What follows belongs to an exercise in optimizing a design on an open flow for small area, a short achievable clock period and few clock cycles per item; a production flow would make more cautious choices. RTL that was checked went through simulation tests only; none was proved equivalent to the original. No activity file was given, so power comes from the tool's default toggle rates.

Design rtp_h264_depkt, start of the top module:
module rtp_h264_depkt (
    input  wire       clk,
    input  wire       rst,
    input  wire       cfg_strict_f,
    input  wire       cfg_zero_byte,
    input  wire       in_valid,
    output wire       in_ready,
    input  wire [7:0] in_data,
    input  wire       in_last,
    output reg        out_valid,
    input  wire       out_ready,
    output reg  [7:0] out_data,
    output wire       res_valid,
    output reg  [2:0] res_cause,
    output wire [4:0] res_flags
);
    localparam [2:0] C_OK         = 3'd0;
    localparam [2:0] C_SHORT      = 3'd1;
    localparam [2:0] C_FBIT       = 3'd2;
    localparam [2:0] C_TRUNC_DON  = 3'd3;
    localparam [2:0] C_TRUNC_SIZE = 3'd4;
    localparam [2:0] C_TRUNC_EXTRA= 3'd5;
    localparam [2:0] C_ZERO_SIZE  = 3'd6;
    localparam [2:0] C_TRUNC_UNIT = 3'd7;
    localparam [3:0] S_IDLE    = 4'd0;    
    localparam [3:0] S_FU_HDR  = 4'd1;    
    localparam [3:0] S_COPY    = 4'd2;    
    localparam [3:0] S_SZ0     = 4'd3;    
    localparam [3:0] S_SZ1     = 4'd4;    
    localparam [3:0] S_UHDR    = 4'd5;    
  ...
For scale: ~360 cells after synthesis, about 53 flip-flops, ~34 I/O pins, ~3300 um^2 of cells after synthesis.
export LEC_CHECK = 0
export CAP_MARGIN = 20
export CORE_MARGIN = 2
export CORE_UTILIZATION = 75
export SETUP_SLACK_MARGIN = 2.5
export SLEW_MARGIN = 20
create_clock -name core_clock -period 5.0 [get_ports {clk}]
standard.sh (not shown) runs the stock make flow with config.mk's settings and CLKGATE_MAP_FILE= SYNTH_SCRIPT=/design/flow/synth_recipe.tcl, a recipe that flattens the netlist after the stock synthesis.
==> flow/flow/run.sh <==
#!/bin/bash
# The standard layout (standard.sh, unchanged synthesis and steps), with the
# port buffers that placement inserts made of sky130_fd_sc_hd__buf_1 instead
# of the resizer's default pick; timing repair still sizes them up where a
# path needs it. make's full output goes to flow_make.log here, and ORFS
# keeps each step's log under orfs/logs/.
set -euo pipefail
export BUFFER_PORTS_ARGS="-buffer_cell sky130_fd_sc_hd__buf_1"
bash standard.sh finish > flow_make.log 2>&1
The starting point completed with no timing, DRC or antenna violations.
Testbench counts at the start, summed over its fixed seeds: cycles 180,227, in bytes 177,094.
Change:
- CORE_UTILIZATION: 75 -> 60
- GPL_TIMING_DRIVEN: not set -> 0
What happened:
- cell area came out higher by 3.3%
- power is higher by 1.0%
- synthesized area does not change
- setup slack is better by 0.024 ns
- via count fell by 3.0%
- clock skew went down by 0.010 ns
Change:
- CORE_UTILIZATION: 60 -> 45
- GPL_TIMING_DRIVEN: 0 -> not set
Final cell count grows by 1.7%.
Global-route usage fell by 8.7 points.
Hold slack got worse by 0.011 ns.
Sequential power went up by 4.6%.
Count of clock-buffer cells in the layout drops by 1.
Power goes up by 2.4%.
Die area came out higher by 32%.
Routed wire length goes down by 4.5%.
Design area drops by 2.1%.
Sequential cell count does not change.


rtp_h264_depkt again, from the RTL that the note above started with.
clock: 5.0 ns
lec_check: 0
cap_margin: 20
core_margin: 2
core_utilization: 60
setup_slack_margin: 2.45
slew_margin: 20
Scripts as last shown in full above: flow/flow/run.sh
Testbench counts at the start, summed over its fixed seeds: cycles 180,227, in bytes 177,094.
Change:
--- a/flow/config.mk
+++ b/flow/config.mk
@@ -9,4 +9,4 @@
 export CORE_MARGIN = 2
 export CORE_UTILIZATION = 60
-export SETUP_SLACK_MARGIN = 2.45
+export SETUP_SLACK_MARGIN = 2.6
 export SLEW_MARGIN = 20
Power came out higher by 1.7%.
Final area came out higher by 5.1%.
Sequential share of layout area came out lower by 1.9 points.
Core utilization came out higher by 3.3 points.
Routed wire length came out higher by 3.3%.
Flip-flop and latch count does not change.
Cell count came out higher by 1.3%.
Combinational power came out higher by 8.4%.


## main
rtp_h264_depkt, a different RTL version from the one above (not shown whole).
For scale: ~370 cells after synthesis, roughly 34 I/O pins, about 3400 sq um of cells after synthesis.
clock: 5.0 ns
lec_check: 0
cap_margin: 20
core_margin: 2
core_utilization: 60
setup_slack_margin: 2.3
slew_margin: 20
Scripts as last shown in full above: flow/flow/run.sh
No stage failed in main, and the final checks on the layout all came back clean.
Input-level comparison between the feature branch and main:
Settings: changing SETUP_SLACK_MARGIN from 2.3 to 2.5.
[summary]
- Between main and the feature branch, the post-route fraction of the period consumed by the critical path is higher for main.
- Taking main as 1.0, the feature branch lands at 0.75 on first-iteration DRC count.
- Non-clock buffer count: the feature branch vs main down about 13%
- As far as max-cap violation count goes, main and the feature branch are indistinguishable; the numbers are identical.
- Cmp main and the feature branch / layout overhead on the synthesized area / higher: the feature branch
- Delta (the feature branch minus main): global-route usage stayed essentially flat, design area increased 44 sq um.
- Comparing main with the feature branch, the clock tree cell share of total cell area came out essentially unchanged.
- Diff main -> the feature branch: total power held steady; proportion of power drawn by the clock network went down by 0.8 points; combinational power up about 2%.
No functional check of the RTL was part of any run of this note.


## oak
RTL: one of the versions met above, not the one the previous note started from.
Size: ~360 cells after synthesis, roughly 53 flip-flops, roughly 34 I/O pins, about 3300 µm² of cells after synthesis.
clock: 5.0 ns
lec_check: 0
cap_margin: 20
core_margin: 2
core_utilization: 60
setup_slack_margin: 2.5
slew_margin: 20
Scripts as last shown in full above: flow/flow/run.sh
Testbench counts of oak, summed over its fixed seeds: cycles 180,227, in bytes 177,094.
[inputs] pine vs oak
- SETUP_SLACK_MARGIN changed from 2.5 to 2.55
==> run notes <==
- Diff oak -> pine: count of cells along the worst register-to-register path comparable, clock transition at the registers of the reported paths ~0 delta.
- Utilization | pine above oak
- The area occupied by registers of pine and that of oak are within noise of each other.
- As far as largest stage delay on the critical path is concerned, pine and oak perform about the same.
- In pine, register-to-register path setup slack is higher than in oak.
- Combinational power share: lower on pine
- From oak to pine the numbers moved as follows: wire length shows an increase of 140 µm, via count moved up, post-layout worst setup margin moved up.

==> re-timing with driven ports <==
In the flow no input, the clock included, has a driving cell. The finished layouts below were timed again as built, in two steps. Step 1 sets driving cells, clkbuf_16 on the clock port and buf_2 on the other inputs (assumed; they add their load-dependent delay and slew). Step 2, shift: input delay + t, output delay - t, t = (earliest + latest rising clock arrival at the registers) / 2. This alone moves slack from input paths to output paths. Slacks: no drivers / after step 1 / after step 2; pairs: no drivers / after step 1.
| run | t (ns) | setup WS [ns] | worst setup path after step 2 |
|---|---|---|---|
| the first run of note 1 | 0.331 | 2.482 / 2.477 / 2.146 | input to register |
| the second run of note 1 | 0.334 | 2.506 / 2.495 / 2.177 | input to register |
| the third run of note 1 | 0.336 | 2.538 / 2.518 / 2.238 | input to register |
| the first run of note 2 | 0.332 | 2.512 / 2.515 / 2.183 | input to register |
| the second run of note 2 | 0.337 | 2.545 / 2.502 / 2.284 | input to register |
| main | 0.339 | 2.369 / 2.371 / 2.033 | input to register |
| the feature branch | 0.325 | 2.522 / 2.487 / 2.246 | input to register |
| oak | 0.334 | 2.527 / 2.507 / 2.243 | input to register |
| pine | 0.338 | 2.568 / 2.538 / 2.264 | input to register |
After both steps every run listed still meets setup and hold.
